Context: an optimization exercise on an open-source flow, tuned for small area, a short achievable clock period and few clock cycles. The choices shown serve that exercise and are no tape-out recipe. At most, simulation tests tie the RTL to the original design; equivalence was not proved. No activity file was given, so power comes from the tool's default toggle rates.

the reference run:
==> flow/design.v (excerpt) <==
module crc_memchk (
    input  wire        clk,
    input  wire        rst,            
    input  wire        cmd_valid,
    output wire        cmd_ready,
    input  wire [31:0] cmd_word,
    input  wire [31:0] cmd_addr,
    input  wire [31:0] cmd_len,
    input  wire [31:0] cmd_ref,
    output wire        mem_req,
    output wire        mem_space,      
    output wire [31:0] mem_addr,
    input  wire        mem_gnt,
    input  wire        mem_rvalid,
    input  wire [15:0] mem_rdata,
    output reg         rsp_valid,
    output reg         rsp_err,
    output reg         rsp_mismatch,
    output wire [31:0] rsp_result,
    output reg         crc_fault
);
    localparam [31:0] Q32_ODD = ~32'hF0958FD9;
    reg         idle;         
    reg         chk_ph;       
    reg         go_ph;        
    reg         ok_q;         
    reg         ne_q;         
    reg         rd;           
    reg         req;
    reg  [1:0]  infl;         
    reg         fin;          
    reg  [15:0] a;            
    reg  [15:0] n;            
    reg  [31:0] ref_val;
    reg         sp, w32, chk;
    reg         hdr_ok;       
    reg  [7:0]  d_hi, d_lo;   
    reg         ph;           
    reg         dv, dlast;
    reg  [31:0] q;            
    assign cmd_ready  = idle;
    assign mem_req    = req;
    assign mem_space  = sp;
    assign mem_addr   = {16'd0, a};
    assign rsp_result = q;
    wire [7:0] op       = cmd_word[7:0];
    wire       op_known = (op == 8'h01) || (op == 8'h02) ||
                          (op == 8'h11) || (op == 8'h12);
    wire       in_ok    = op_known && (cmd_word[31:9] == 23'd0) &&
  ...
export LEC_CHECK = 0
export CAP_MARGIN = 20
export CORE_MARGIN = 2
export CORE_UTILIZATION = 60
export CTS_BUF_LIST = sky130_fd_sc_hd__clkbuf_8
export PLACE_DENSITY = 0.75
export SETUP_SLACK_MARGIN = 3.6
export SLEW_MARGIN = 20
create_clock -name core_clock -period 6.0 [get_ports {clk}]
standard.sh (not shown) runs the stock make flow with config.mk's settings and CLKGATE_MAP_FILE= SYNTH_SCRIPT=/design/flow/synth_recipe.tcl, a recipe that flattens the netlist after the stock synthesis.
==> flow/flow/run.sh <==
#!/bin/bash
# The standard layout, with every port buffered by the smallest buffer
# (sky130_fd_sc_hd__buf_1) instead of the delay cell the default picks;
# the repair steps resize these buffers where timing needs it.
set -euo pipefail
export BUFFER_PORTS_ARGS="-buffer_cell sky130_fd_sc_hd__buf_1"
bash standard.sh > standard.log 2>&1
Here is what was changed in the inputs of the trial run compared with the reference run.
--- a/flow/design.v
+++ b/flow/design.v
@@ -334,30 +334,28 @@
     always @(posedge clk) begin
         if (chk_ph) begin
             d_hi <= 8'd0;
         end else if (mem_rvalid) begin
             d_hi <= sp ? mem_rdata[7:0] : mem_rdata[15:8];
             d_lo <= sp ? d_hi : mem_rdata[7:0];
         end
-        if (!(chk_ph || go_ph || rd)) begin
+        if (idle) begin
             a       <= cmd_addr[15:0];
             n       <= cmd_len[15:0];
-        end else if (grant) begin
-            a <= a_inc;
-            n <= n_dec;
-        end
-        if (idle) begin
             ref_val <= cmd_ref;
             sp      <= cmd_word[8];
             w32     <= cmd_word[1];
             chk     <= cmd_word[4];
             hdr_ok  <= in_ok;
         end else if (chk_ph) begin
             ok_q <= cmd_ok;
             ne_q <= nonempty;
+        end else if (grant) begin
+            a <= a_inc;
+            n <= n_dec;
         end
         if (chk_ph)
             q <= (w32 && sp && n[0]) ? Q32_ODD : 32'd0;
         else if (dv)
             q <= q_next;
         if (rst) begin
             idle         <= 1'b1;
## What came out
Going from the reference run to the trial run, arithmetic-cell share of the synthesized area counting full adders, half adders and majority gates closely matched the old numbers, non-clock buffer count in the final layout went up by about 6%, relative slew slack went down 2.8 points, total detailed-routing wirelength shows a reduction of 1.9%, mean area per synthesized cell fell about 2.4%.
[compare] base=the reference run new=the trial run: cell leakage power increased 0.49%, instance count of the mapped netlist went up.
Diff the reference run -> the trial run: standard-cell row count fell 2.3%, placed cell count up about 0.35%.
Per the comparison of the trial run with the reference run, worst-case setup margin in the final layout rose by 0.026 ns, post-synthesis to final-layout area growth rose by 0.53 points.
Testbench counts of the trial run, summed over its fixed seeds: cycles 52,207.
The RTL of the reference run was laid out without a check of its function.

--- another note on this design; it stands on its own ---

build 29:
Design crc_memchk, start of the top module:
module crc_memchk (
    input  wire        clk,
    input  wire        rst,            
    input  wire        cmd_valid,
    output wire        cmd_ready,
    input  wire [31:0] cmd_word,
    input  wire [31:0] cmd_addr,
    input  wire [31:0] cmd_len,
    input  wire [31:0] cmd_ref,
    output wire        mem_req,
    output wire        mem_space,      
    output wire [31:0] mem_addr,
    input  wire        mem_gnt,
    input  wire        mem_rvalid,
    input  wire [15:0] mem_rdata,
    output reg         rsp_valid,
    output reg         rsp_err,
    output reg         rsp_mismatch,
    output wire [31:0] rsp_result,
    output reg         crc_fault
);
For scale: about 870 cells after synthesis, roughly 130 flip-flops, roughly 220 I/O pins, roughly 9100 um^2 of cells after synthesis.
Settings: LEC_CHECK=0, CAP_MARGIN=20, CORE_MARGIN=2, CORE_UTILIZATION=40, PLACE_DENSITY=0.6, SETUP_SLACK_MARGIN=3.0, SLEW_MARGIN=20; clock period 6.0 ns.
run.sh (not shown) runs the stock make flow with config.mk's settings and CLKGATE_MAP_FILE= SYNTH_SCRIPT=/design/flow/synth_recipe.tcl, a recipe that flattens the netlist after the stock synthesis.
Relative to build 29, the following input files were edited for build 96:
==> flow/flow/run.sh (new file) <==
#!/bin/bash
# The standard layout, with every port buffered by the smallest buffer
# (sky130_fd_sc_hd__buf_1) instead of the delay cell the default picks;
# the repair steps resize these buffers where timing needs it.
set -euo pipefail
export BUFFER_PORTS_ARGS="-buffer_cell sky130_fd_sc_hd__buf_1"
bash standard.sh > standard.log 2>&1
==> flow/standard.sh (new file) <==
#!/bin/bash
# synth_recipe.tcl (not shown) runs the flow's synth.tcl, then flattens the netlist and writes it again
# the make line also repeats each setting of config.mk as NAME=value (left out here)
make -C /OpenROAD-flow-scripts/flow DESIGN_CONFIG=/design/flow/config.mk WORK_HOME=/design/flow/orfs CLKGATE_MAP_FILE= SYNTH_SCRIPT=/design/flow/synth_recipe.tcl "${@:-finish}"
removed: flow/run.sh
==> run notes <==
- Min combinational fraction of design power across build 29 and build 96: build 96
- Compared with build 29, build 96 shows cell area after layout that has gone down by more than 10%.
- A most common library cell in the layout ignoring fill and taps of buf_1 is what build 96 shows, while clkdlybuf4s50_1 belongs to build 29.
- Build 29 has lower required time of the worst setup path than build 96.
- Summary of build 96 over build 29: sequential share of layout area shows an increase of 3.8 points; last weighted congestion value of the routability-driven placer shows an increase of 2.5%.
Function was not checked in any run of this note: the RTL went through the layout flow alone.

==> what the ideal ports hide <==
How much do the figures lean on ideal ports? The routed layouts below were timed once more, with nothing changed but the port constraints.
Step 1 sets driving cells, clkbuf_16 on the clock port and buf_2 on the other inputs (assumed; they add their load-dependent delay and slew).
Step 2 moves the port delays by t, midway between the first and last clock arrival at a register: inputs arrive t later, outputs are due t later. That takes back most of the time a late clock gives input paths.
Three values: no drivers, after step 1, after step 2; two values: the first two.
run | t (ns) | setup slack, ns | hold WS [ns] | slew at the worst register clock pin (ns) | cell pins on the clock port's net
the reference run | 0.494 | 3.549 / 3.527 / 3.220 | 0.458 / 0.458 / 0.458 | 0.09 / 0.09 | 1
the trial run | 0.504 | 3.576 / 3.533 / 3.224 | 0.437 / 0.437 / 0.437 | 0.08 / 0.08 | 1
build 29 | 0.465 | 3.078 / 3.055 / 2.846 | 0.426 / 0.426 / 0.426 | 0.07 / 0.07 | 1
build 96 | 0.477 | 3.189 / 3.189 / 2.880 | 0.427 / 0.427 / 0.427 | 0.07 / 0.07 | 1
After both steps every run listed still meets setup and hold. The setup slack of the trial run, which loses most, moves by -0.043 ns with the drivers and by -0.352 ns with both steps.
